This is an optimization exercise on Yosys and OpenROAD, whose aim is small area, a short achievable clock period and few clock cycles, not a production implementation.
Function was not checked in any run shown here: the RTL went through the layout flow alone.
Power and IR drop assume default switching activity.

**flow/run.sh**
```bash
#!/bin/bash
set -euo pipefail
export BUFFER_PORTS_ARGS="-buffer_cell sky130_fd_sc_hd__buf_1"
export CTS_ARGS="-sink_clustering_enable -repair_clock_nets -sink_clustering_size 25 -sink_clustering_max_diameter 60 -sink_clustering_levels 1"
bash standard.sh > standard.log 2>&1
```
**standard.sh**
```bash
#!/bin/bash
# synth_recipe.tcl (not shown) runs the flow's synth.tcl, then flattens the netlist and writes it again
# the make line also repeats each setting of config.mk as NAME=value (left out here)
make -C /OpenROAD-flow-scripts/flow DESIGN_CONFIG=/design/flow/config.mk WORK_HOME=/design/flow/orfs CLKGATE_MAP_FILE= SYNTH_SCRIPT=/design/flow/synth_recipe.tcl "${@:-finish}"
```
**config.mk**
```make
export PLATFORM = sky130hd
export DESIGN_NAME = bgfc_rx
export DESIGN_NICKNAME = bgfc_rx
export VERILOG_FILES = /design/flow/design.v
export SDC_FILE = /design/flow/constraint.sdc
export NUM_CORES = 4
export LEC_CHECK = 0
export CAP_MARGIN = 20
export CORE_MARGIN = 2
export CORE_UTILIZATION = 40
export CTS_CLUSTER_DIAMETER = 60
export CTS_CLUSTER_SIZE = 25
export SETUP_SLACK_MARGIN = 4.5
export SLEW_MARGIN = 20
```
**constraint.sdc**
```tcl
create_clock -name core_clock -period 7.0 [get_ports {clk}]
set_input_delay 1.4000 -clock core_clock [delete_from_list [all_inputs] [get_ports {clk}]]
set_output_delay 1.4000 -clock core_clock [all_outputs]
set_load 0.01 [all_outputs]
```
**design.v**
```verilog
module bgfc_catalog_class (
    input  wire [7:0] class_id,
    output wire [11:0] cd
);
    assign cd[0] = (class_id == 8'h00);
    assign cd[1] = (class_id == 8'h01);
    assign cd[2] = (class_id == 8'h02);
    assign cd[3] = (class_id == 8'h03);
    assign cd[4] = (class_id == 8'h04);
    assign cd[5] = (class_id == 8'h05);
    assign cd[6] = (class_id == 8'h06);
    assign cd[7] = (class_id == 8'h07);
    assign cd[8] = (class_id == 8'h08);
    assign cd[9] = (class_id == 8'h0A);
    assign cd[10] = (class_id == 8'hFE);
    assign cd[11] = (class_id == 8'hFF);
endmodule
module bgfc_catalog_lookup (
    input  wire       is_event,
    input  wire [11:0] cd,
    input  wire [7:0] command_id,
    input  wire [2:0] rot,      
    output wire [1:0] hit,      
    output wire [4:0] idx,
    output wire [2:0] place,    
    output wire [3:0] t0,       
    output wire       nop1,     
    output wire       nop2,     
    output wire       e21       
);
    wire [31:0] m, q;
    assign m[0] = ~is_event & cd[4] & (command_id == 8'h01);
    assign q[0] = ~is_event & cd[4] & command_id[0];
    assign m[1] = is_event & cd[4] & (command_id == 8'h02);
    assign q[1] = is_event & cd[4] & command_id[1];
    assign m[2] = ~is_event & cd[0] & (command_id == 8'h01);
    assign q[2] = ~is_event & cd[0] & command_id[0] & ~command_id[1];
    assign m[3] = is_event & cd[6] & (command_id == 8'h00);
    assign q[3] = is_event & cd[6] & ~command_id[0] & ~command_id[2];
    assign m[4] = is_event & cd[7] & (command_id == 8'h03);
    assign q[4] = is_event & cd[7] & command_id[1];
    assign m[5] = ~is_event & cd[0] & (command_id == 8'h00);
    assign q[5] = ~is_event & cd[0] & ~command_id[0] & ~command_id[1];
    assign m[6] = ~is_event & cd[0] & (command_id == 8'h02);
    assign q[6] = ~is_event & cd[0] & ~command_id[0] & command_id[1];
    assign m[7] = ~is_event & cd[0] & (command_id == 8'h03);
    assign q[7] = ~is_event & cd[0] & command_id[0] & command_id[1];
    assign m[8] = is_event & cd[0] & (command_id == 8'h00);
    assign q[8] = is_event & cd[0];
    assign m[9] = ~is_event & cd[1] & (command_id == 8'h00);
    assign q[9] = ~is_event & cd[1] & ~command_id[0];
    assign m[10] = ~is_event & cd[1] & (command_id == 8'h01);
    assign q[10] = ~is_event & cd[1] & command_id[0];
    assign m[11] = is_event & cd[1] & (command_id == 8'h00);
    assign q[11] = is_event & cd[1];
    assign m[12] = ~is_event & cd[2] & (command_id == 8'h00);
    assign q[12] = ~is_event & cd[2];
    assign m[13] = is_event & cd[2] & (command_id == 8'h00);
    assign q[13] = is_event & cd[2];
    assign m[14] = ~is_event & cd[3] & (command_id == 8'h00);
    assign q[14] = ~is_event & cd[3];
    assign m[15] = is_event & cd[3] & (command_id == 8'h00);
    assign q[15] = is_event & cd[3] & ~command_id[2];
    assign m[16] = is_event & cd[3] & (command_id == 8'h04);
    assign q[16] = is_event & cd[3] & command_id[2];
    assign m[17] = ~is_event & cd[4] & (command_id == 8'h00);
    assign q[17] = ~is_event & cd[4] & ~command_id[0];
    assign m[18] = is_event & cd[4] & (command_id == 8'h00);
    assign q[18] = is_event & cd[4] & ~command_id[1];
    assign m[19] = is_event & cd[6] & (command_id == 8'h01);
    assign q[19] = is_event & cd[6] & command_id[0] & ~command_id[2];
    assign m[20] = ~is_event & cd[6] & (command_id == 8'h03);
    assign q[20] = ~is_event & cd[6];
    assign m[21] = is_event & cd[6] & (command_id == 8'h04);
    assign q[21] = is_event & cd[6] & ~command_id[0] & command_id[2];
    assign m[22] = ~is_event & cd[5] & (command_id == 8'h00);
    assign q[22] = ~is_event & cd[5];
    assign m[23] = is_event & cd[5] & (command_id == 8'h00);
    assign q[23] = is_event & cd[5];
    assign m[24] = ~is_event & cd[7] & (command_id == 8'h00);
    assign q[24] = ~is_event & cd[7];
    assign m[25] = is_event & cd[7] & (command_id == 8'h01);
    assign q[25] = is_event & cd[7] & ~command_id[1];
    assign m[26] = ~is_event & cd[8] & (command_id == 8'h02);
    assign q[26] = ~is_event & cd[8];
    assign m[27] = is_event & cd[8] & (command_id == 8'h02);
    assign q[27] = is_event & cd[8];
    assign m[28] = ~is_event & cd[11] & (command_id == 8'h00);
    assign q[28] = ~is_event & cd[11];
    assign m[29] = is_event & cd[9] & (command_id == 8'h05);
    assign q[29] = is_event & cd[9];
    assign m[30] = ~is_event & cd[9] & (command_id == 8'h05);
    assign q[30] = ~is_event & cd[9];
    assign m[31] = is_event & cd[10] & (command_id == 8'hFE);
    assign q[31] = is_event & cd[10];
    assign hit = {|m[31:16], |m[15:0]};
    assign idx[0] = q[1] | q[3] | q[5] | q[7] | q[9] | q[11] | q[13] | q[15] | q[17] | q[19] | q[21] | q[23] | q[25] | q[27] | q[29] | q[31];
    assign idx[1] = q[2] | q[3] | q[6] | q[7] | q[10] | q[11] | q[14] | q[15] | q[18] | q[19] | q[22] | q[23] | q[26] | q[27] | q[30] | q[31];
    assign idx[2] = q[4] | q[5] | q[6] | q[7] | q[12] | q[13] | q[14] | q[15] | q[20] | q[21] | q[22] | q[23] | q[28] | q[29] | q[30] | q[31];
    assign idx[3] = q[8] | q[9] | q[10] | q[11] | q[12] | q[13] | q[14] | q[15] | q[24] | q[25] | q[26] | q[27] | q[28] | q[29] | q[30] | q[31];
    assign idx[4] = q[16] | q[17] | q[18] | q[19] | q[20] | q[21] | q[22] | q[23] | q[24] | q[25] | q[26] | q[27] | q[28] | q[29] | q[30] | q[31];
    wire [7:0] lo;
    assign lo[0] = q[0] | q[8] | q[16] | q[24];
    assign lo[1] = q[1] | q[9] | q[17] | q[25];
    assign lo[2] = q[2] | q[10] | q[18] | q[26];
    assign lo[3] = q[3] | q[11] | q[19] | q[27];
    assign lo[4] = q[4] | q[12] | q[20] | q[28];
    assign lo[5] = q[5] | q[13] | q[21] | q[29];
    assign lo[6] = q[6] | q[14] | q[22] | q[30];
    assign lo[7] = q[7] | q[15] | q[23] | q[31];
    assign place = ({3{lo[0]}} & rot)
                 | ({3{lo[1]}} & (rot + 3'd1))
                 | ({3{lo[2]}} & (rot + 3'd2))
                 | ({3{lo[3]}} & (rot + 3'd3))
                 | ({3{lo[4]}} & (rot + 3'd4))
                 | ({3{lo[5]}} & (rot + 3'd5))
                 | ({3{lo[6]}} & (rot + 3'd6))
                 | ({3{lo[7]}} & (rot + 3'd7));
    assign t0[0] = ~(q[1] | q[6] | q[7] | q[8] | q[11] | q[12] | q[13] | q[14] | q[15] | q[16] | q[17] | q[18] | q[19] | q[22] | q[23] | q[24] | q[25] | q[28] | q[31]);
    assign t0[1] = ~(q[0] | q[1] | q[3] | q[4] | q[5] | q[7] | q[9] | q[10] | q[11] | q[12] | q[13] | q[14] | q[15] | q[16] | q[17] | q[18] | q[19] | q[21] | q[22] | q[23] | q[28] | q[29] | q[31]);
    assign t0[2] = ~(q[0] | q[1] | q[3] | q[5] | q[6] | q[7] | q[8] | q[9] | q[10] | q[11] | q[13] | q[14] | q[15] | q[16] | q[17] | q[18] | q[21] | q[22] | q[23] | q[25] | q[28] | q[29] | q[30]);
    assign t0[3] = ~(q[0] | q[1] | q[4] | q[5] | q[6] | q[7] | q[8] | q[9] | q[10] | q[11] | q[12] | q[13] | q[14] | q[15] | q[16] | q[17] | q[18] | q[19] | q[21] | q[22] | q[23] | q[24] | q[25] | q[28] | q[30] | q[31]);
    assign nop1 = q[20];
    assign nop2 = q[27];
    assign e21 = q[21];
endmodule
module bgfc_catalog_next (
    input  wire [4:0] idx,
    input  wire [3:0] k,
    output wire [3:0] nxt
);
    reg        lastf;
    reg  [3:0] t;
    always @(*) begin
        case (idx)
            5'd0: lastf = (k == 4'd0);
            5'd1: lastf = (k == 4'd3);
            5'd2: lastf = (k == 4'd0);
            5'd3: lastf = (k == 4'd0);
            5'd4: lastf = (k == 4'd2);
            5'd5: lastf = (k == 4'd1);
            5'd6: lastf = (k == 4'd0);
            5'd7: lastf = (k == 4'd4);
            5'd8: lastf = (k == 4'd4);
            5'd9: lastf = (k == 4'd0);
            5'd10: lastf = (k == 4'd1);
            5'd11: lastf = (k == 4'd2);
            5'd12: lastf = (k == 4'd0);
            5'd13: lastf = (k == 4'd0);
            5'd14: lastf = (k == 4'd1);
            5'd15: lastf = (k == 4'd5);
            5'd16: lastf = (k == 4'd1);
            5'd17: lastf = (k == 4'd1);
            5'd18: lastf = (k == 4'd4);
            5'd19: lastf = (k == 4'd5);
            5'd20: lastf = (k == 4'd0);
            5'd21: lastf = (k == 4'd2);
            5'd22: lastf = (k == 4'd1);
            5'd23: lastf = (k == 4'd4);
            5'd24: lastf = (k == 4'd6);
            5'd25: lastf = (k == 4'd7);
            5'd26: lastf = (k == 4'd0);
            5'd27: lastf = (k == 4'd0);
            5'd28: lastf = (k == 4'd3);
            5'd29: lastf = (k == 4'd0);
            5'd30: lastf = (k == 4'd1);
            5'd31: lastf = (k == 4'd2);
        endcase
    end
    always @(*) begin
        t = 4'd0;
        if (idx == 5'd1 && k == 4'd0) t = t | 4'd4;
        if (idx == 5'd1 && k == 4'd1) t = t | 4'd3;
        if (idx == 5'd1 && k == 4'd2) t = t | 4'd8;
        if (idx == 5'd4 && k == 4'd0) t = t | 4'd2;
        if (idx == 5'd4 && k == 4'd1) t = t | 4'd6;
        if (idx == 5'd5 && k == 4'd0) t = t | 4'd8;
        if (idx == 5'd7 && k == 4'd1) t = t | 4'd1;
        if (idx == 5'd7 && k == 4'd2) t = t | 4'd1;
        if (idx == 5'd7 && k == 4'd3) t = t | 4'd8;
        if (idx == 5'd8 && k == 4'd0) t = t | 4'd1;
        if (idx == 5'd8 && k == 4'd1) t = t | 4'd1;
        if (idx == 5'd8 && k == 4'd3) t = t | 4'd8;
        if (idx == 5'd10 && k == 4'd0) t = t | 4'd8;
        if (idx == 5'd11 && k == 4'd0) t = t | 4'd1;
        if (idx == 5'd11 && k == 4'd1) t = t | 4'd8;
        if (idx == 5'd14 && k == 4'd0) t = t | 4'd1;
        if (idx == 5'd15 && k == 4'd1) t = t | 4'd1;
        if (idx == 5'd15 && k == 4'd2) t = t | 4'd1;
        if (idx == 5'd15 && k == 4'd3) t = t | 4'd1;
        if (idx == 5'd16 && k == 4'd0) t = t | 4'd1;
        if (idx == 5'd17 && k == 4'd0) t = t | 4'd1;
        if (idx == 5'd18 && k == 4'd0) t = t | 4'd3;
        if (idx == 5'd18 && k == 4'd2) t = t | 4'd4;
        if (idx == 5'd18 && k == 4'd3) t = t | 4'd8;
        if (idx == 5'd19 && k == 4'd1) t = t | 4'd3;
        if (idx == 5'd19 && k == 4'd4) t = t | 4'd8;
        if (idx == 5'd22 && k == 4'd0) t = t | 4'd8;
        if (idx == 5'd23 && k == 4'd0) t = t | 4'd1;
        if (idx == 5'd23 && k == 4'd3) t = t | 4'd9;
        if (idx == 5'd24 && k == 4'd0) t = t | 4'd6;
        if (idx == 5'd24 && k == 4'd1) t = t | 4'd5;
        if (idx == 5'd24 && k == 4'd2) t = t | 4'd5;
        if (idx == 5'd24 && k == 4'd3) t = t | 4'd4;
        if (idx == 5'd24 && k == 4'd4) t = t | 4'd4;
        if (idx == 5'd25 && k == 4'd0) t = t | 4'd2;
        if (idx == 5'd25 && k == 4'd1) t = t | 4'd2;
        if (idx == 5'd25 && k == 4'd2) t = t | 4'd2;
        if (idx == 5'd25 && k == 4'd3) t = t | 4'd1;
        if (idx == 5'd25 && k == 4'd4) t = t | 4'd1;
        if (idx == 5'd28 && k == 4'd2) t = t | 4'd8;
        if (idx == 5'd30 && k == 4'd0) t = t | 4'd3;
        if (idx == 5'd31 && k == 4'd0) t = t | 4'd5;
        if (idx == 5'd31 && k == 4'd1) t = t | 4'd6;
    end
    assign nxt = lastf ? 4'd15 : t;
endmodule
module bgfc_rx (
    input  wire        clk,
    input  wire        rst,
    input  wire        unknown_fatal,
    input  wire        rx_valid,
    input  wire [7:0]  rx_data,
    output wire        rx_ready,
    input  wire        reg_valid,
    input  wire        reg_unreg,
    input  wire [1:0]  reg_dir,
    input  wire [7:0]  reg_class,
    input  wire [7:0]  reg_cmd,
    input  wire [7:0]  reg_tag,
    output reg         reg_done,
    output reg         reg_err,
    output reg         fld_valid,
    output reg  [3:0]  fld_index,
    output reg  [3:0]  fld_type,
    output reg         fld_elem,
    output reg  [47:0] fld_data,
    output reg         done_valid,
    output wire [3:0]  done_status,
    output wire        done_event,
    output wire [7:0]  done_class,
    output wire [7:0]  done_cmd,
    output wire [10:0] done_len,
    output reg         done_handled,
    output reg  [7:0]  done_tag,
    output wire [10:0] done_cur,
    output wire [3:0]  done_fidx,
    output reg  [8:0]  done_need,
    output wire        halted
);
    localparam [3:0] I_U8 = 4'd0, I_END = 4'd15;
    localparam [3:0] T_U8 = 4'd0, T_NOPAY = 4'd7;
    reg        rdy;
    reg        iv;
    reg  [7:0] ib;
    wire       acc = rx_valid & rdy;
    assign rx_ready = rdy;
    reg        h0, h1, h2, h3, pl;      
    reg        ev_t;                    
    reg  [2:0] lh_t;
    reg        ev;
    reg  [10:0] len;
    reg  [7:0] cls, cmd;
    reg        z;                       
    reg  [1:0] hit2;
    wire       hit = |hit2;
    reg  [11:0] cd;                     
    reg        st_mal, st_unk;          
    reg  [4:0] idx;
    reg        err;
    reg  [3:0] ty;                      
    reg  [3:0] fidx;
    reg  [3:0] dfidx;                   
    reg  [2:0] bp;                      
    reg        abody;                   
    reg  [7:0] acnt;                    
    reg  [10:0] rem;                    
    reg  [10:0] cur;                    
    reg        inc;                     
    reg        npend;                   
    reg        spend;                   
    reg        n2;                      
    reg        fin;                     
    reg        hlt;
    reg        rop1, run, rok;          
    reg        sv [0:31];
    reg  [7:0] st [0:31];
    reg  [2:0] ph;
    reg  [4:0] pos;                     
    reg        rw;                      
    reg  [3:0] wgo;                     
    assign halted      = hlt;
    assign done_status = {1'b0, st_mal, st_unk, st_unk};
    assign done_event  = ev;
    assign done_class  = cls;
    assign done_cmd    = cmd;
    assign done_len    = len;
    assign done_cur    = cur;
    assign done_fidx   = dfidx;
    wire [1:0] lk_hit;
    wire       lk_nop1, lk_nop2, lk_e21;
    wire [4:0] lk_idx;
    wire [3:0] lk_t0;
    wire [2:0] lk_place;
    wire [11:0] cd_n;
    bgfc_catalog_class u_class (
        .class_id (reg_valid ? reg_class : ib),
        .cd       (cd_n)
    );
    bgfc_catalog_lookup u_lookup (
        .is_event   (ev_t),
        .cd         (cd),
        .command_id (ib),
        .rot        (ph + 3'd1),
        .place      (lk_place),
        .hit        (lk_hit),
        .idx        (lk_idx),
        .t0         (lk_t0),
        .nop1       (lk_nop1),
        .nop2       (lk_nop2),
        .e21        (lk_e21)
    );
    wire [3:0] nxt;
    bgfc_catalog_next u_next (
        .idx  (idx),
        .k    (fidx),
        .nxt  (nxt)
    );
    reg        e21;                     
    wire       skip = e21 & (fidx == 4'd0);
    wire       t_fix  = ~ty[3];
    wire       t_arr  = ty[3] & ~ty[2];
    wire       t_end  = ty[3] & ty[2];
    wire       t_u16a = ty[3] & ~ty[2] & ty[0];
    wire       t_sgn  = ~ty[3] & ty[2];
    wire [1:0] wc     = ty[1:0];
    wire [3:0] tw     = (wc == 2'd0) ? 4'd1 : (wc == 2'd1) ? 4'd2 :
                        (wc == 2'd2) ? 4'd4 : 4'd6;
    wire       pb     = iv & pl;                   
    wire       live   = ~err;             
    wire       last   = (rem == 11'd1);
    wire       rhz    = (rem[10:3] == 8'd0);
    wire       few    = rhz & ((wc == 2'd1) ? (rem[2:1] == 2'b00) :
                               (wc == 2'd2) ? ~rem[2] :
                               (wc == 2'd3) ? ~(rem[2] & rem[1]) : 1'b0);
    wire       cnt_big = (rem[10:8] == 3'd0) && (ib >= rem[7:0]);
    wire       cnt_odd = t_u16a & ib[0];
    wire       e_last = abody ? (~ty[0] | bp[0]) :
                        (wc == 2'd0) | ((wc == 2'd1) & bp[0]) |
                        ((wc == 2'd2) & bp[1] & bp[0]) | ((wc == 2'd3) & bp[2] & bp[0]);
    wire       x_el    = pb & (t_fix | abody);          
    wire       x_cnt   = pb & t_arr & ~abody;           
    wire       d_el    = x_el & live;
    wire       d_cnt   = x_cnt & live;
    wire       d_left  = pb & live & t_end;             
    wire       d_short = d_el & ~abody & (bp == 3'd0) & few;
    wire       d_cbad  = d_cnt & (cnt_big | cnt_odd);
    wire       e_done  = d_el & e_last;
    wire       f_done  = (e_done & (~abody | (acnt == 8'd1))) | (d_cnt & (ib == 8'd0));
    wire       d_err   = d_left | d_short | d_cbad;
    wire       nop_cls = (~ev_t & cd[6]) | (ev_t & cd[8]);
    wire       f_err   = fin & live & ~t_end;           
    integer i;
    reg [47:0] fd_n;
    reg        ext;
    always @(posedge clk) begin
        ib <= reg_valid ? reg_cmd : rx_data;
        iv <= ~rst & acc;
        if (iv & h0) begin
            ev_t <= ib[7];
            lh_t <= ib[2:0];
        end
        if (iv & h1) begin
            ev  <= ev_t;
            len <= {lh_t, ib};
        end
        if (iv & h2)
            cls <= ib;
        if (iv & h3)
            cmd <= ib;
        if ((iv & h2) | reg_valid)
            cd <= cd_n;
        if (reg_valid)
            ev_t <= reg_dir[1];
        if (rst) begin
            h0 <= 1'b1; h1 <= 1'b0; h2 <= 1'b0; h3 <= 1'b0; pl <= 1'b0;
        end else if (iv) begin
            if (h0) begin h0 <= 1'b0; h1 <= 1'b1; end
            if (h1) begin h1 <= 1'b0; h2 <= 1'b1; end
            if (h2) begin h2 <= 1'b0; h3 <= 1'b1; end
            if (h3) begin h3 <= 1'b0; if (z) h0 <= 1'b1; else pl <= 1'b1; end
            if (pl & last) begin pl <= 1'b0; h0 <= 1'b1; end
        end
        if (iv & h1) begin
            rem <= {lh_t, ib};
            z   <= ({lh_t, ib} == 11'd0);
        end else if (pb)
            rem <= rem - 11'd1;
        if ((iv & h3) | rop1) begin
            hit2 <= lk_hit;
            e21  <= lk_e21;
            idx <= lk_idx;
            pos <= {lk_idx[4:3], lk_place};
        end else
            pos[2:0] <= pos[2:0] + 3'd1;
        ph <= rst ? 3'd0 : ph + 3'd1;
        inc <= pb & live;
        if (iv & h3)
            cur <= 11'd0;
        else if (inc & ~err)
            cur <= cur + 11'd1;
        if (iv & h3) begin
            err   <= 1'b0;
            fidx  <= lk_nop2 ? 4'd2 : (lk_nop1 ? 4'd1 : 4'd0);
            ty    <= lk_t0;
            bp    <= 3'd0;
            abody <= 1'b0;
            npend <= 1'b0;
        end else begin
            if (d_err | f_err)
                err <= 1'b1;
            if (d_el)
                bp <= e_last ? 3'd0 : bp + 3'd1;
            if (d_cnt & (ib != 8'd0))
                abody <= 1'b1;
            if (f_done) begin
                abody <= 1'b0;
                ty    <= nxt;
                fidx  <= skip ? 4'd2 : fidx + 4'd1;
                npend <= skip & ~last;
            end else if (pb)
                npend <= 1'b0;
        end
        if (d_cnt) begin
            done_need[8:1] <= ({1'b0, ib} + 9'd1) >> 1;
            done_need[0]   <= ~ib[0] | (cnt_odd & ~cnt_big);
        end else if (d_left)
            done_need <= 9'd0;
        else if (d_short | f_err)
            done_need <= t_arr ? 9'd1 : {5'd0, tw};
        if (reg_valid)
            acnt <= reg_tag;
        else if (pb & npend)
            acnt <= ib;
        else if (x_cnt)
            acnt <= ib;
        else if (x_el & abody)
            acnt <= acnt - 8'd1;
        fd_n = fld_data;
        ext  = ~abody & t_sgn & ib[7];
        if (x_cnt) begin
            fd_n = {40'd0, ib};
        end else if (x_el) begin
            for (i = 0; i < 6; i = i + 1) begin
                if (bp == i)
                    fd_n[8*i +: 8] = ib;
                else if (e_last && i > bp)
                    fd_n[8*i +: 8] = {8{ext}};
            end
        end
        fld_index <= fidx;
        fld_type  <= ty[3] ? ty : {1'b0, ty[1:0], ty[2]};
        fld_elem  <= abody;
        if (pb & npend) begin
            fd_n = 48'd0;
            fld_index <= 4'd1;
            fld_type  <= T_NOPAY;
            fld_elem  <= 1'b0;
        end else if (spend) begin
            fd_n = {40'd0, acnt};
            fld_index <= 4'd2;
            fld_type  <= T_U8;
            fld_elem  <= 1'b0;
        end else if ((iv & h3) | n2) begin
            fd_n = 48'd0;
            fld_index <= {3'd0, n2};
            fld_type  <= T_NOPAY;
            fld_elem  <= 1'b0;
        end
        fld_data <= fd_n;
        spend     <= ~rst & pb & npend;
        n2        <= ~rst & iv & h3 & z & lk_nop2;
        fld_valid <= ~rst & (e_done | d_cnt | spend | (iv & h3 & z & nop_cls) | n2);
        fin        <= ~rst & ((pb & last) | (iv & h3 & z));
        done_valid <= ~rst & fin;
        dfidx      <= fidx;
        st_mal     <= hit & (err | f_err);
        st_unk     <= ~hit;
        done_handled <= sv[pos];
        done_tag     <= st[pos];
        if (rst)
            hlt <= 1'b0;
        else if (fin & ~hit & unknown_fatal)
            hlt <= 1'b1;
        if (rst)
            rdy <= 1'b1;
        else
            rdy <= ~hlt & ~(fin & ~hit & unknown_fatal)
                 & (~unknown_fatal | (~acc & ~iv & ~fin));
        rop1 <= ~rst & reg_valid;
        if (reg_valid) begin
            run <= reg_unreg;
            rok <= reg_dir[1] ^ reg_dir[0];
        end
        for (i = 0; i < 4; i = i + 1)
            wgo[i] <= ~rst & rw & hit & rok & (pos == 8 * i + 6);
        reg_done <= ~rst & ((|wgo) | (rw & ~(hit & rok)));
        reg_err  <= ~(hit & rok);
        if (rst)
            rw <= 1'b0;
        else if (rop1)
            rw <= 1'b1;
        else if ((|wgo) | ~(hit & rok))
            rw <= 1'b0;
        for (i = 0; i < 32; i = i + 1) begin
            if (i % 8 == 0 && wgo[i / 8]) begin
                sv[i] <= ~rst & ~run;
                st[i] <= acnt;
            end else begin
                sv[i] <= ~rst & sv[i - i % 8 + (i + 7) % 8];
                st[i] <= st[i - i % 8 + (i + 7) % 8];
            end
        end
    end
endmodule
```
==> results of run 1 <==
kinds of logic (layout without fill, tap and decap cells):
kind of cell,after synthesis,after routing
adders and majority gates,31,31
and+or+nand+nor,588,588
muxes,98,98
AOI/OAI and AO/OA,476,476
xor gates and xnor gates,43,43
buffers and inverters,175,345
DFF,504,504
other,1,3
sequential cells by signal, summed over array words and instances, names as in the netlist, 8 cells and up:
signal     cells
len           11
cd            12
fld_data      48
rem           11
sv            32
cmd            8
ib             8
done_need      9
cur           11
st           256
acnt           8
cls            8
done_tag       8
worst min path at each step:
| stage | from | endpoint | slack, ns | cells past startpoint |
|---|---|---|---|---|
| floorplan | st[1][0]$_DFF_P_ | st[2][0]$_DFF_P_ | 0.32 | 0 |
| global placement | st[6][2]$_DFF_P_ | st[7][2]$_DFF_P_ | 0.33 | 0 |
| detailed placement | st[1][0]$_DFF_P_ | st[2][0]$_DFF_P_ | 0.33 | 0 |
| CTS | st[27][0]$_DFF_P_ | st[28][0]$_DFF_P_ | 0.31 | 0 |
| global route | st[27][0]$_DFF_P_ | st[28][0]$_DFF_P_ | 0.32 | 0 |
| finish | st[27][0]$_DFF_P_ | st[28][0]$_DFF_P_ | 0.31 | 0 |
metal layers:
metal  wire length [um]  part of all wire [%]  GRT usage, %  up-vias
met2              27200                    46          35.7      710
met1              25100                    42          29.9     7502
met4               1640                   2.8          7.83        0
li1                   -                     -             -     7239
met5                  0                     0             0        -
met3               5200                   8.8          5.59      123
stage by stage:
step | instance area, um2 | std cells | total power (W) | utilization [%]
after CTS | 22600 | 2730 | 0.00616 | 46.2
after global placement | 20800 | 2644 | 0.00382 | 42.6
after global routing | 23100 | 2750 | 0.00639 | 47.3
after floorplan | 19700 | 1916 | 0.00356 | -
final | 23100 | 2752 | 0.00619 | 47.3
after detailed placement | 20800 | 2644 | 0.00383 | 42.6
where the power goes:
group,internal (W),total (W),switching (W)
clock network,0.00113,0.00232,0.00119
logic,0.000241,0.000774,0.000533
registers,0.00302,0.00310,0.0000769
total,0.00439,0.00619,0.00180
layout make-up:
| type | instances | area (um2) | share of cell area (%) |
|---|---|---|---|
| Antenna cell | 2 | 5.00 | 0.0216 |
| Clock buffer | 40 | 968 | 4.19 |
| Inverter | 45 | 186 | 0.806 |
| Tap cell | 664 | 831 | 3.59 |
| Multi-Input combinational cell | 1237 | 8120 | 35.1 |
| Clock inverter | 27 | 358 | 1.55 |
| Timing Repair Buffer | 233 | 1570 | 6.79 |
| Sequential cell | 504 | 11100 | 47.9 |
timing repair:
item	4_1_cts	5_1_grt
buffers inserted	19	18
pin swaps	1	3
endpoints found under the setup margin	181	168
resized for setup	144	137
cloned	0	2
Yosys cell counts, drive strengths merged (17+ instances only):
| cell type | count | area share, % |
|---|---|---|
| buf | 52 | 1.4 |
| ha | 30 | 1.9 |
| nor2 | 141 | 2.7 |
| clkbuf | 78 | 1.5 |
| nand2b | 33 | 1.0 |
| o211ai | 43 | 1.7 |
| xnor2 | 27 | 1.2 |
| mux2 | 57 | 3.3 |
| edfxtp | 91 | 14 |
| nor3 | 31 | 0.81 |
| nand2 | 174 | 3.3 |
| a22o | 21 | 0.93 |
| inv | 43 | 0.82 |
| nand4 | 17 | 0.54 |
| o21ai | 91 | 2.3 |
| nand3 | 55 | 1.4 |
| nor2b | 52 | 1.6 |
| mux2i | 38 | 1.9 |
| a22oi | 40 | 1.5 |
| dfxtp | 413 | 42 |
| a31oi | 26 | 0.82 |
| a21oi | 108 | 2.7 |
==> results.toml, run 1 <==
[status]
status = "timing/DRC/antenna clean"

[place]
gp_congestion = 0.911
post-place-ws_ns = 3.60
io_buffers = 166
hpwl_um = 38900

[sta]
hold_violations = 0
finalMaxSlewViolations = 0
fin_crit_sh_pct = 36.2
setup_viol = 0
post-route-min-period_ns = 2.54
fin_ws_ns = 4.46
maxSlewHeadroom_pct = 29.7
fmax_mhz = 394
setup-tns-final_ns = 0
hold_slack_ns = 0.312
grt_setup_unrepaired = "yes"
clock_skew_ns = 0.0460
tightest_slew_ns = 1.05

[run]
max_cap_viol_count = 0

[floorplan]
coreArea_um2 = 48800
io_pins = 168
die-width_um = 226
die_area_um2 = 51100
start_util_pct = 40.4
dieHeight_um = 226
rows = 81

[worst_setup_path]
r2r_end = "fld_data[44]$_SDFFE_PP0P_"
cp_slowest_cell = "edfxtp_1"
cp_cell_sequence = "buf_2"
start_kind = "flip-flop"
path_buf_inv = 1
worstSetupEndpointType = "output pin"
cpLargestDelayFamily = "flip-flops"
cp-endpoint = "done_need[5]"
path_depth = 1
cp.arrival_ns = 1.14
crit_required_ns = 5.60
worst-setup-path-type = "reg -> out"
crit_start = "done_need[5]$_SDFFCE_PN0P_"
critPathMaxFanout = 1
ff2ff_path_depth = 6
r2r_start = "ty[3]$_DFFE_PP_"
slowest_delay_ns = 0.39
rrSetupSlack_ns = 4.50

[clocking]
holdBufCountCts = 0
root_buffer = "clkbuf_16"
worstSkewPairLatency_ns = 0.60
cts_buffers = 37
cts_tree = "done"
clkTransAtPathRegs_ns = 0.09
htreeDepth = 2
clock-sinks = 504
clockBufferDepth = 3

[global_route]
grt_use_total_pct = 22.5
grt-ovfl-total = 0
antenna_found_initial = 1
grt_start_max_net_pins = 52
grt_pass1_vias = 14890
grt_pass1_wl_um = 88500

[synthesis]
ys_seq_area_share_pct = 55.8
syn_inst = 1916
synth_nets = 1986
synth_top_family_by_area = "compound AO/OA/AOI/OAI gates"
synth_area_um2 = 19700
synth-seq-cells = 504
synth_edf_count = 91
synthAdderAreaFrac_pct = 1.95
synthMuxAreaShare_pct = 5.53
synthArstFlopShare_pct = 0
synthXorXnorAreaFrac_pct = 1.91
ys.warnings.count = 4
synth_compound_area_share_pct = 16.5
ys.flop_type = "dfxtp_1"
synth-simple-area-share_pct = 14.6
avgSynthCellArea_um2 = 10.3
ys_types = 91

[detailed_routing]
vias = 15574
drcViolationCount = 0
wl_per_cell_um = 21.5
ant_nets = 0
viasPerCell = 5.66
routed_wl_um = 59200
drtIter0Drc = 1449
dr.pass1.iters = 5

[power]
p_leak_nw = 8.73
vdd_ir_drop_max_uv = 178
powerDensity_nw_per_um2 = 268

[finish]
layout.nets = 2128
drive_above_1_share_pct = 20.3
layout_common_cells = "dfxtp_1, nand2_1, nor2_1"
area_delta_synth_final_pct = 17.2
final_common_cell = "dfxtp_1"
fillers = 4621

[worst_hold_path]
min_path_type = "reg -> reg"
==> run 2, diff against run 1 <==
--- a/design.v
+++ b/design.v
@@ -265,5 +265,4 @@
     reg  [1:0] hit2;
     wire       hit = |hit2;
-    reg  [11:0] cd;                     
     reg        st_mal, st_unk;          
     reg  [4:0] idx;
@@ -303,8 +302,8 @@
     wire [3:0] lk_t0;
     wire [2:0] lk_place;
-    wire [11:0] cd_n;
+    wire [11:0] cd;                     
     bgfc_catalog_class u_class (
-        .class_id (reg_valid ? reg_class : ib),
-        .cd       (cd_n)
+        .class_id (cls),
+        .cd       (cd)
     );
     bgfc_catalog_lookup u_lookup (
@@ -379,8 +378,8 @@
         if (iv & h3)
             cmd <= ib;
-        if ((iv & h2) | reg_valid)
-            cd <= cd_n;
-        if (reg_valid)
+        if (reg_valid) begin
             ev_t <= reg_dir[1];
+            cls  <= reg_class;
+        end
         if (rst) begin
             h0 <= 1'b1; h1 <= 1'b0; h2 <= 1'b0; h3 <= 1'b0; pl <= 1'b0;
==> results.toml, run 2 <==
[sta]
setup-tns-final_ns = 0
grt_setup_unrepaired = "yes"
fmax_mhz = 380
tightest_slew_ns = 0.987
finalMaxSlewViolations = 0
setup_viol = 0
hold_violations = 0
maxSlewHeadroom_pct = 34.1
post-route-min-period_ns = 2.63
clock_skew_ns = 0.0487
fin_crit_sh_pct = 37.6

[power]
seqPwrFrac_pct = 52.6
switchingPower_w = 0.00161
p_leak_nw = 8.28
clkPwrFrac_pct = 36.7
comb_power_share_pct = 10.7
vdd_ir_drop_max_uv = 172
powerDensity_nw_per_um2 = 260
p_sw_share_pct = 28.1
intPower_w = 0.00414

[worst_setup_path]
cp-endpoint = "ty[2]$_DFFE_PP_"
critPathMaxFanout = 7
crit_required_ns = 7.30
crit_start = "cls[6]$_DFFE_PP_"
worst-setup-path-type = "reg -> reg"
r2r_start = "cls[6]$_DFFE_PP_"
ff2ff_path_depth = 8
rrSetupSlack_ns = 4.37
worstSetupEndpointType = "flip-flop"
start_kind = "flip-flop"
r2r_end = "ty[2]$_DFFE_PP_"
cp.arrival_ns = 2.93

[detailed_routing]
viasPerCell = 5.83
ant_nets = 0
dr.pass1.iters = 8
vias = 15375
drtIter0Drc = 1424
routed_wl_um = 60400
wl_per_cell_um = 22.9
drcViolationCount = 0

[synthesis]
ys_seq_area_share_pct = 56.6
avgSynthCellArea_um2 = 10.2
yosysMostFrequentCell = "dfxtp_1"
synth_nets = 1913
yosys.area.top_type = "dfxtp_1"
synthArstFlopShare_pct = 0
synth_area_um2 = 18800
synth_edf_count = 79
synth-seq-cells = 492
synth_area_leaders = "dfxtp_1, edfxtp_1, nor2_1"
ys.flop_type = "dfxtp_1"
ys_types = 76
synth_common_cells = "dfxtp_1, nor2_1, nand2_1"
syn_inst = 1843
synth_top_area_share_pct = 44.0
ys.warnings.count = 4

[global_route]
grt_pass1_vias = 14665
grt_use_total_pct = 24.4
grt_start_max_net_pins = 52
grt-ovfl-total = 0
antenna_found_initial = 4
grt_pass1_wl_um = 90200

[finish]
reg_top3 = "st x256, fld_data x48, sv x32"
layout_common_cells = "dfxtp_1, nand2_1, nor2_1"
largest_reg_flops = 256
drive_above_1_share_pct = 20.0
top_register = "st"
area_delta_synth_final_pct = 17.7
fin_util_pct = 47.6
final_common_cell = "dfxtp_1"
layout.nets = 2076

[place]
gp_congestion = 0.906
io_buffers = 166
hpwl_um = 40200

[clocking]
cts_buffers = 34
clockBufferDepth = 3
cts_tree = "done"
worstSkewPairLatency_ns = 0.60
root_buffer = "clkbuf_16"
clock-sinks = 492
htreeDepth = 2
clkTransAtPathRegs_ns = 0.09

[run]
max_cap_viol_count = 0

[floorplan]
dieHeight_um = 221
start_util_pct = 40.4
die-width_um = 221
coreArea_um2 = 46500
io_pins = 168
die_area_um2 = 48700
rows = 79

[status]
status = "timing/DRC/antenna clean"

[worst_hold_path]
min_path_type = "reg -> reg"
[run 2: metrics by stage]
| stage | setup WS (ns) | instance area, um2 | instances | total power [W] | hold slack, ns |
|---|---|---|---|---|---|
| floorplan | 4.52 | 18800 | 1843 | 0.00338 | 0.323 |
| global placement | 3.73 | 19900 | 2532 | 0.00360 | 0.331 |
| detailed placement | 3.59 | 19900 | 2532 | 0.00361 | 0.336 |
| CTS | 4.42 | 21700 | 2623 | 0.00575 | 0.326 |
| global route | 4.34 | 22100 | 2637 | 0.00592 | 0.330 |
| finish | 4.37 | 22100 | 2638 | 0.00575 | 0.321 |
[run 2: critical path, stage by stage (launching register included)]
cell and delay, ns:
edfxtp_1 0.40, buf_4 0.16, or4_4 0.64, buf_6 0.17, nor3_4 0.27, buf_4 0.16
a22o_1 0.17, nor4_4 0.07, a221o_1 0.33
[run 2: cell type report]
cell class,instances,area [um2]
fillers,4393,24300
multi-input cells,1215,8060
clock buffers,38,887
repair buffers,228,1330
inverters,35,136
well taps,607,759
clock inverters,22,268
flip-flops and latches,492,10700
diodes,1,2.50
[run 2: worst min path at each step]
stage	start	to	slack, ns	cells past startpoint
final	st[29][1]$_DFF_P_	st[30][1]$_DFF_P_	0.32	0
after global routing	st[29][1]$_DFF_P_	st[30][1]$_DFF_P_	0.33	0
after CTS	st[29][1]$_DFF_P_	st[30][1]$_DFF_P_	0.33	0
after detailed placement	st[20][7]$_DFF_P_	st[21][7]$_DFF_P_	0.34	0
after global placement	st[20][0]$_DFF_P_	st[21][0]$_DFF_P_	0.33	0
after floorplan	st[2][6]$_DFF_P_	st[3][6]$_DFF_P_	0.32	0
[run 2: power groups by stage]
stage               sequential [W]  clock [W]  combinational [W]
global placement           0.00310          0           0.000508
floorplan                  0.00306          0           0.000316
detailed placement         0.00310          0           0.000513
global route               0.00303    0.00224           0.000649
CTS                        0.00302    0.00214           0.000581
finish                     0.00303    0.00211           0.000617
[run 2: cell families (layout without fill, tap and decap cells)]
logic type	count (synthesis)	in the layout	synth area share, %
adder cells (fa/ha/maj)	31	31	2.05
multiplexers	77	77	4.42
flip-flops	492	492	56.6
other	1	2	0.0200
AO/OA/AOI/OAI	451	451	16.2
buffers and inverters	136	323	2.94
AND/OR/NAND/NOR	616	616	15.9
XOR/XNOR	39	39	1.82
[run 2: repair_timing]
item / in CTS / in global routing
hold buffers: 0 / 0
pin swaps: 4 / 18
endpoints found under the setup margin: 152 / 124
setup buffers: 31 / 14
gates resized for setup: 158 / 111
[run 2: layer usage]
layer,share of wire (%),global-route usage (%)
met1,43,33.4
met2,45,37.9
met3,8.2,4.91
met4,3.8,9.24
met5,0.089,0
==> run 3, diff against run 2 <==
--- a/design.v
+++ b/design.v
@@ -265,4 +265,5 @@
     reg  [1:0] hit2;
     wire       hit = |hit2;
+    reg  [11:0] cd;                     
     reg        st_mal, st_unk;          
     reg  [4:0] idx;
@@ -271,5 +272,6 @@
     reg  [3:0] fidx;
     reg  [3:0] dfidx;                   
-    reg  [2:0] bp;                      
+    reg  [5:1] bt;                      
+    wire [6:0] btx = {1'b0, bt, 1'b1};
     reg        abody;                   
     reg  [7:0] acnt;                    
@@ -302,8 +304,8 @@
     wire [3:0] lk_t0;
     wire [2:0] lk_place;
-    wire [11:0] cd;                     
+    wire [11:0] cd_n;
     bgfc_catalog_class u_class (
-        .class_id (cls),
-        .cd       (cd)
+        .class_id (reg_valid ? reg_class : ib),
+        .cd       (cd_n)
     );
     bgfc_catalog_lookup u_lookup (
@@ -345,7 +347,7 @@
     wire       cnt_big = (rem[10:8] == 3'd0) && (ib >= rem[7:0]);
     wire       cnt_odd = t_u16a & ib[0];
-    wire       e_last = abody ? (~ty[0] | bp[0]) :
-                        (wc == 2'd0) | ((wc == 2'd1) & bp[0]) |
-                        ((wc == 2'd2) & bp[1] & bp[0]) | ((wc == 2'd3) & bp[2] & bp[0]);
+    wire       e_last = abody ? (~ty[0] | bt[1]) :
+                        (wc == 2'd0) | ((wc == 2'd1) & bt[1]) |
+                        ((wc == 2'd2) & bt[3]) | ((wc == 2'd3) & bt[5]);
     wire       x_el    = pb & (t_fix | abody);          
     wire       x_cnt   = pb & t_arr & ~abody;           
@@ -353,5 +355,5 @@
     wire       d_cnt   = x_cnt & live;
     wire       d_left  = pb & live & t_end;             
-    wire       d_short = d_el & ~abody & (bp == 3'd0) & few;
+    wire       d_short = d_el & ~abody & ~bt[1] & few;
     wire       d_cbad  = d_cnt & (cnt_big | cnt_odd);
     wire       e_done  = d_el & e_last;
@@ -378,8 +380,8 @@
         if (iv & h3)
             cmd <= ib;
-        if (reg_valid) begin
+        if ((iv & h2) | reg_valid)
+            cd <= cd_n;
+        if (reg_valid)
             ev_t <= reg_dir[1];
-            cls  <= reg_class;
-        end
         if (rst) begin
             h0 <= 1'b1; h1 <= 1'b0; h2 <= 1'b0; h3 <= 1'b0; pl <= 1'b0;
@@ -413,5 +415,5 @@
             fidx  <= lk_nop2 ? 4'd2 : (lk_nop1 ? 4'd1 : 4'd0);
             ty    <= lk_t0;
-            bp    <= 3'd0;
+            bt    <= 5'd0;
             abody <= 1'b0;
             npend <= 1'b0;
@@ -420,5 +422,5 @@
                 err <= 1'b1;
             if (d_el)
-                bp <= e_last ? 3'd0 : bp + 3'd1;
+                bt <= e_last ? 5'd0 : {bt[4:1], 1'b1};
             if (d_cnt & (ib != 8'd0))
                 abody <= 1'b1;
@@ -452,7 +454,7 @@
         end else if (x_el) begin
             for (i = 0; i < 6; i = i + 1) begin
-                if (bp == i)
+                if (btx[i] & ~btx[i + 1])
                     fd_n[8*i +: 8] = ib;
-                else if (e_last && i > bp)
+                else if (e_last & ~btx[i])
                     fd_n[8*i +: 8] = {8{ext}};
             end
==> results.toml, run 3 <==
[worst_setup_path]
cp_cell_sequence = "buf_1"
rrSetupSlack_ns = 4.52
worst-setup-path-type = "reg -> out"
cp.arrival_ns = 1.16
r2r_end = "done_tag[4]$_DFF_P_"
slowest_delay_ns = 0.44
critPathMaxFanout = 1
r2r_start = "pos[0]$_DFF_P_"
path_buf_inv = 1
crit_required_ns = 5.60
ff2ff_path_depth = 8
cpLargestDelayFamily = "flip-flops"
start_kind = "flip-flop"
worstSetupEndpointType = "output pin"
cp_slowest_cell = "edfxtp_1"

[clocking]
clkTransAtPathRegs_ns = 0.10
clock-sinks = 506
holdBufCountCts = 0
root_buffer = "clkbuf_16"
clockBufferDepth = 3
cts_tree = "done"
htreeDepth = 2
worstSkewPairLatency_ns = 0.58
cts_buffers = 34

[sta]
clock_skew_ns = 0.0313
finalMaxSlewViolations = 0
grt_setup_unrepaired = "yes"
tightest_slew_ns = 1.10
fin_crit_sh_pct = 36.6
hold_violations = 0
post-route-min-period_ns = 2.56
fin_ws_ns = 4.44
maxSlewHeadroom_pct = 26.7
fmax_mhz = 390
setup_viol = 0
setup-tns-final_ns = 0

[synthesis]
ys.warnings.count = 4
synth_edf_count = 91
synth_common_cells = "dfxtp_1, nor2_1, nand2_1"
synth_area_um2 = 20100
ys_types = 100
synth_nets = 2016
syn_inst = 1949
avgSynthCellArea_um2 = 10.3
synth-seq-cells = 506
synthArstFlopShare_pct = 0
ys.flop_type = "dfxtp_1"
synth_area_leaders = "dfxtp_1, edfxtp_1, mux2_2"
synth_top_area_share_pct = 41.3
ys_seq_area_share_pct = 54.9
yosysMostFrequentCell = "dfxtp_1"
yosys.area.top_type = "dfxtp_1"

[floorplan]
start_util_pct = 40.3
coreArea_um2 = 49900
die-width_um = 228
dieHeight_um = 228
io_pins = 168
rows = 82
die_area_um2 = 52100

[place]
dp.cells = 2670
gp_congestion = 0.885
placed_area_um2 = 21100
io_buffers = 166
hpwl_um = 41300
post-place-ws_ns = 3.96

[power]
powerDensity_nw_per_um2 = 265
p_leak_nw = 8.38
total_power_w = 0.00602
vdd_ir_drop_max_uv = 154

[worst_hold_path]
holdPathEnd = "st[17][3]$_DFF_P_"
min_path_type = "reg -> reg"
hold_depth = 0
min_from = "st[16][3]$_DFF_P_"

[global_route]
grt_pass1_vias = 15348
grt_pass1_wl_um = 94300
grt_start_max_net_pins = 52
grt_use_total_pct = 23.1
antenna_found_initial = 3
grt-ovfl-total = 0

[finish]
layout_common_cells = "dfxtp_1, nor2_1, nand2_1"
layout.nets = 2119
top_register = "st"
fin_cells = 2746
drive_above_1_share_pct = 15.8
largest_reg_flops = 256
reg_top3 = "st x256, fld_data x48, sv x32"
final_area_um2 = 22700
final_common_cell = "dfxtp_1"
area_delta_synth_final_pct = 12.9
fillers = 4756

[detailed_routing]
drcViolationCount = 0
top_layer = "met5"
viasPerCell = 5.83
routed_wl_um = 62100
vias = 16013
route.met3.wl_um = 5360
route.met2.wl_um = 27800
met1Wirelength_um = 27200
drtIter0Drc = 1574
wl_per_cell_um = 22.6
ant_nets = 0
dr.pass1.iters = 6

[run]
max_cap_viol_count = 0

[status]
status = "timing/DRC/antenna clean"
run 3: area by class of cell:
cell class	count	area, um2	share of cell area [%]
antenna	1	2.50	0.0110
clock buffer	40	937	4.12
clock inverter	17	206	0.909
inverter	44	181	0.798
multi-input combinational	1257	8300	36.5
sequential	506	11100	48.8
tap	672	841	3.70
timing repair buffer	208	1160	5.09
timing repair inverter	1	8.76	0.0385
run 3: per-layer routing:
| metal | track usage [%] | up-vias |
|---|---|---|
| li1 | - | 7276 |
| met1 | 32.0 | 7881 |
| met2 | 36.1 | 730 |
| met3 | 5.18 | 122 |
| met4 | 6.56 | 4 |
| met5 | 0 | - |
run 3: worst max path at each step:
stage          slack, ns  cells after the start              startpoint                   end
2_1_floorplan       4.56                      5               reg_valid     acnt[0]$_DFFE_PP_
3_3_place_gp        3.99                      9          pos[0]$_DFF_P_  done_handled$_DFF_P_
3_5_place_dp        3.96                      4               reg_valid       cd[2]$_DFFE_PP_
4_1_cts             4.36                      9          pos[0]$_DFF_P_  done_handled$_DFF_P_
5_1_grt             4.38                      9          pos[0]$_DFF_P_  done_handled$_DFF_P_
6_report            4.44                      1  done_need[0]$_DFFE_PP_          done_need[0]
run 3: cell families (layout without fill, tap and decap cells):
family                     count (synthesis)  after routing  share of synthesized area (%)
xor gates and xnor gates                  33             33                           1.44
buffers and inverters                    186            310                           4.42
and+or+nand+nor                          606            606                           14.8
other                                      1              2                         0.0186
DFF                                      506            506                           54.9
muxes                                    101            101                           5.66
adders and majority gates                 28             28                           1.73
AOI/OAI and AO/OA                        488            488                           17.0
run 3: power breakdown:
group | switching [W] | total [W] | internal (W) | leakage [nW]
clock network | 0.00108 | 0.00212 | 0.00104 | 0.550
registers | 0.000104 | 0.00314 | 0.00304 | 4.22
logic | 0.000532 | 0.000760 | 0.000228 | 3.61
total | 0.00171 | 0.00602 | 0.00431 | 8.38
run 3: repair_timing:
item | CTS | global route
endpoints found under the setup margin | 128 | 138
gates resized for setup | 74 | 89
pin swaps | 1 | 2
gates cloned | 1 | 1
buffers inserted | 11 | 5
run 3: per-stage QoR:
step	util, %	hold WS [ns]
2_1_floorplan	-	0.323
3_3_place_gp	42.2	0.331
3_5_place_dp	42.2	0.336
4_1_cts	45.1	0.346
5_1_grt	45.6	0.346
6_report	45.6	0.342
==> run 4, diff against run 3 <==
--- a/design.v
+++ b/design.v
@@ -265,5 +265,4 @@
     reg  [1:0] hit2;
     wire       hit = |hit2;
-    reg  [11:0] cd;                     
     reg        st_mal, st_unk;          
     reg  [4:0] idx;
@@ -271,5 +270,4 @@
     reg  [3:0] ty;                      
     reg  [3:0] fidx;
-    reg  [3:0] dfidx;                   
     reg  [5:1] bt;                      
     wire [6:0] btx = {1'b0, bt, 1'b1};
@@ -298,5 +296,5 @@
     assign done_len    = len;
     assign done_cur    = cur;
-    assign done_fidx   = dfidx;
+    assign done_fidx   = fidx;
     wire [1:0] lk_hit;
     wire       lk_nop1, lk_nop2, lk_e21;
@@ -304,8 +302,8 @@
     wire [3:0] lk_t0;
     wire [2:0] lk_place;
-    wire [11:0] cd_n;
+    wire [11:0] cd;                     
     bgfc_catalog_class u_class (
-        .class_id (reg_valid ? reg_class : ib),
-        .cd       (cd_n)
+        .class_id (cls),
+        .cd       (cd)
     );
     bgfc_catalog_lookup u_lookup (
@@ -380,8 +378,8 @@
         if (iv & h3)
             cmd <= ib;
-        if ((iv & h2) | reg_valid)
-            cd <= cd_n;
-        if (reg_valid)
+        if (reg_valid) begin
             ev_t <= reg_dir[1];
+            cls  <= reg_class;
+        end
         if (rst) begin
             h0 <= 1'b1; h1 <= 1'b0; h2 <= 1'b0; h3 <= 1'b0; pl <= 1'b0;
@@ -485,5 +483,4 @@
         fin        <= ~rst & ((pb & last) | (iv & h3 & z));
         done_valid <= ~rst & fin;
-        dfidx      <= fidx;
         st_mal     <= hit & (err | f_err);
         st_unk     <= ~hit;
==> results.toml, run 4 <==
[status]
status = "timing/DRC/antenna clean"

[sta]
hold_violations = 0
post-route-min-period_ns = 2.63
fmax_mhz = 381
clock_skew_ns = 0.0520
setup_viol = 0
tightest_slew_ns = 1.06
setup-tns-final_ns = 0
grt_setup_unrepaired = "yes"
finalMaxSlewViolations = 0
fin_crit_sh_pct = 37.5
maxSlewHeadroom_pct = 29.2

[worst_setup_path]
start_kind = "flip-flop"
slowest_delay_ns = 0.49
r2r_start = "cls[6]$_DFFE_PP_"
crit_start = "fidx[2]$_SDFFCE_PP0P_"
cp.arrival_ns = 1.23
critPathMaxFanout = 2
crit_required_ns = 5.60
cp_slowest_cell = "edfxtp_1"
worst-setup-path-type = "reg -> out"
cpLargestDelayFamily = "flip-flops"
path_buf_inv = 1
worstSetupEndpointType = "output pin"
cp_cell_sequence = "buf_6"

[detailed_routing]
drtIter0Drc = 1988
viasPerCell = 5.97
vias = 16098
met1Wirelength_um = 26500
route.met2.wl_um = 26800
wl_per_cell_um = 23.1
drcViolationCount = 0
ant_nets = 0
route.met3.wl_um = 6580
routed_wl_um = 62200
top_layer = "met5"
dr.pass1.iters = 17

[synthesis]
yosys.area.top_type = "dfxtp_1"
synth_top_area_share_pct = 43.5
synth_edf_count = 79
ys_seq_area_share_pct = 56.0
synth_area_um2 = 18900
synthArstFlopShare_pct = 0
ys.warnings.count = 4
synth_nets = 1941
syn_inst = 1874
synth_area_leaders = "dfxtp_1, edfxtp_1, nand2_1"
yosysMostFrequentCell = "dfxtp_1"
ys_types = 79
synth-seq-cells = 490
avgSynthCellArea_um2 = 10.1
ys.flop_type = "dfxtp_1"
synth_common_cells = "dfxtp_1, nand2_1, nor2_1"

[clocking]
cts_tree = "done"
htreeDepth = 2
clockBufferDepth = 3
root_buffer = "clkbuf_16"
clkTransAtPathRegs_ns = 0.10
worstSkewPairLatency_ns = 0.60
clock-sinks = 490
cts_buffers = 35
holdBufCountCts = 0

[floorplan]
start_util_pct = 40.6
rows = 79
die_area_um2 = 49100
coreArea_um2 = 46700
die-width_um = 222
io_pins = 168
dieHeight_um = 222

[global_route]
antenna_found_initial = 1
grt_pass1_wl_um = 93200
grt_start_max_net_pins = 52
grt_use_total_pct = 24.3
grt-ovfl-total = 0
grt_pass1_vias = 15234

[power]
powerDensity_nw_per_um2 = 260
comb_power_share_pct = 10.7
vdd_ir_drop_max_uv = 188
total_power_w = 0.00587
p_leak_nw = 8.53
intPower_w = 0.00423
seqPwrFrac_pct = 51.4
clkPwrFrac_pct = 37.9
switchingPower_w = 0.00164
p_sw_share_pct = 27.9

[finish]
reg_top3 = "st x256, fld_data x48, sv x32"
final_common_cell = "dfxtp_1"
largest_reg_flops = 256
layout_common_cells = "dfxtp_1, nand2_1, nor2_1"
num_antenna_cells = 0
top_register = "st"
layout.nets = 2133
area_delta_synth_final_pct = 19.2
drive_above_1_share_pct = 21.8
fillers = 4290

[place]
io_buffers = 166
hpwl_um = 41900
gp_congestion = 0.922

[worst_hold_path]
min_from = "st[28][0]$_DFF_P_"
min_path_type = "reg -> reg"

[run]
max_cap_viol_count = 0
## run 4: final timing paths
path / endpoint / slack (ns) / cells after the start
setup / recovery: done_fidx[2] / 4.37 / 1
hold reg to reg: st[29][0]$_DFF_P_ / 0.33 / 0
setup reg to reg: pos[1]$_DFF_P_ / 4.45 / 9
hold / removal: st[29][0]$_DFF_P_ / 0.33 / 0
## run 4: per-layer routing
layer | track usage [%] | up-vias
met5 | 0 | -
met4 | 8.67 | 2
met3 | 5.92 | 186
met2 | 37.0 | 937
met1 | 33.7 | 7723
li1 | - | 7250
## run 4: logic make-up (layout without fill, tap and decap cells)
group	after synthesis	after routing	synth area share (%)
XOR/XNOR	38	38	1.76
other	1	1	0.0198
AND/OR/NAND/NOR	623	623	16.1
adder cells (fa/ha/maj)	28	28	1.84
multiplexers	67	67	3.88
buffers and inverters	147	362	3.16
flip-flops	490	490	56.0
AO/OA/AOI/OAI	480	480	17.2
## run 4: power groups by stage
stage,Sequential [W],Combinational [W],Clock [W]
after detailed placement,0.00309,0.000495,0
final,0.00302,0.000630,0.00222
after global routing,0.00302,0.000668,0.00234
after CTS,0.00302,0.000560,0.00225
after floorplan,0.00305,0.000311,0
after global placement,0.00309,0.000491,0
## run 4: what timing repair did
action,CTS,global route
gates resized for setup,157,135
cloned,0,1
buffers inserted,37,33
pin swaps,1,15
setup endpoints to repair,180,149
## run 4: area by class of cell
cell class              count  area [um2]  share of cell area, %
clock buffers              37         893                   3.96
clock inverters            23         345                   1.53
inverters                  39         161                  0.715
multi-input cells        1237        8070                   35.7
flip-flops and latches    490       10700                   47.3
well taps                 607         759                   3.37
repair buffers            263        1670                   7.40
## run 4: per-stage QoR
step                utilization (%)  setup WS [ns]  hold WS (ns)  cells  instance area [um2]
CTS                            47.0           4.39         0.334   2662                21900
global placement               43.0           3.79         0.334   2565                20100
global route                   48.4           4.36         0.339   2696                22600
detailed placement             43.0           3.67         0.335   2565                20100
floorplan                         -           4.52         0.326   1874                18900
finish                         48.4           4.37         0.332   2696                22600

[static timing again, ports no longer ideal]
Ports are ideal in the flow. The routed layouts listed here were re-timed in OpenROAD. Step 1, drivers: a clkbuf_16 drives clk and a buf_2 each remaining input, both assumed. Step 2 moves the port delays by t, midway between the first and last clock arrival at a register: inputs arrive t later, outputs are due t later. That takes back most of the time a late clock gives input paths. a / b / c = ideal / step 1 / step 2; a / b = the first two.
| run | t, ns | setup slack, ns | hold slack, ns |
|---|---|---|---|
| run 1 | 0.637 | 4.463 / 4.405 / 4.137 | 0.312 / 0.312 / 0.312 |
| run 2 | 0.623 | 4.371 / 4.323 / 4.238 | 0.321 / 0.321 / 0.321 |
| run 3 | 0.623 | 4.438 / 4.380 / 4.256 | 0.342 / 0.342 / 0.342 |
| run 4 | 0.627 | 4.374 / 4.319 / 4.251 | 0.332 / 0.332 / 0.332 |
After both steps every run listed still meets setup and hold. For run 1, which loses most, drivers alone change the setup slack by -0.058 ns; drivers and shift together by -0.326 ns.
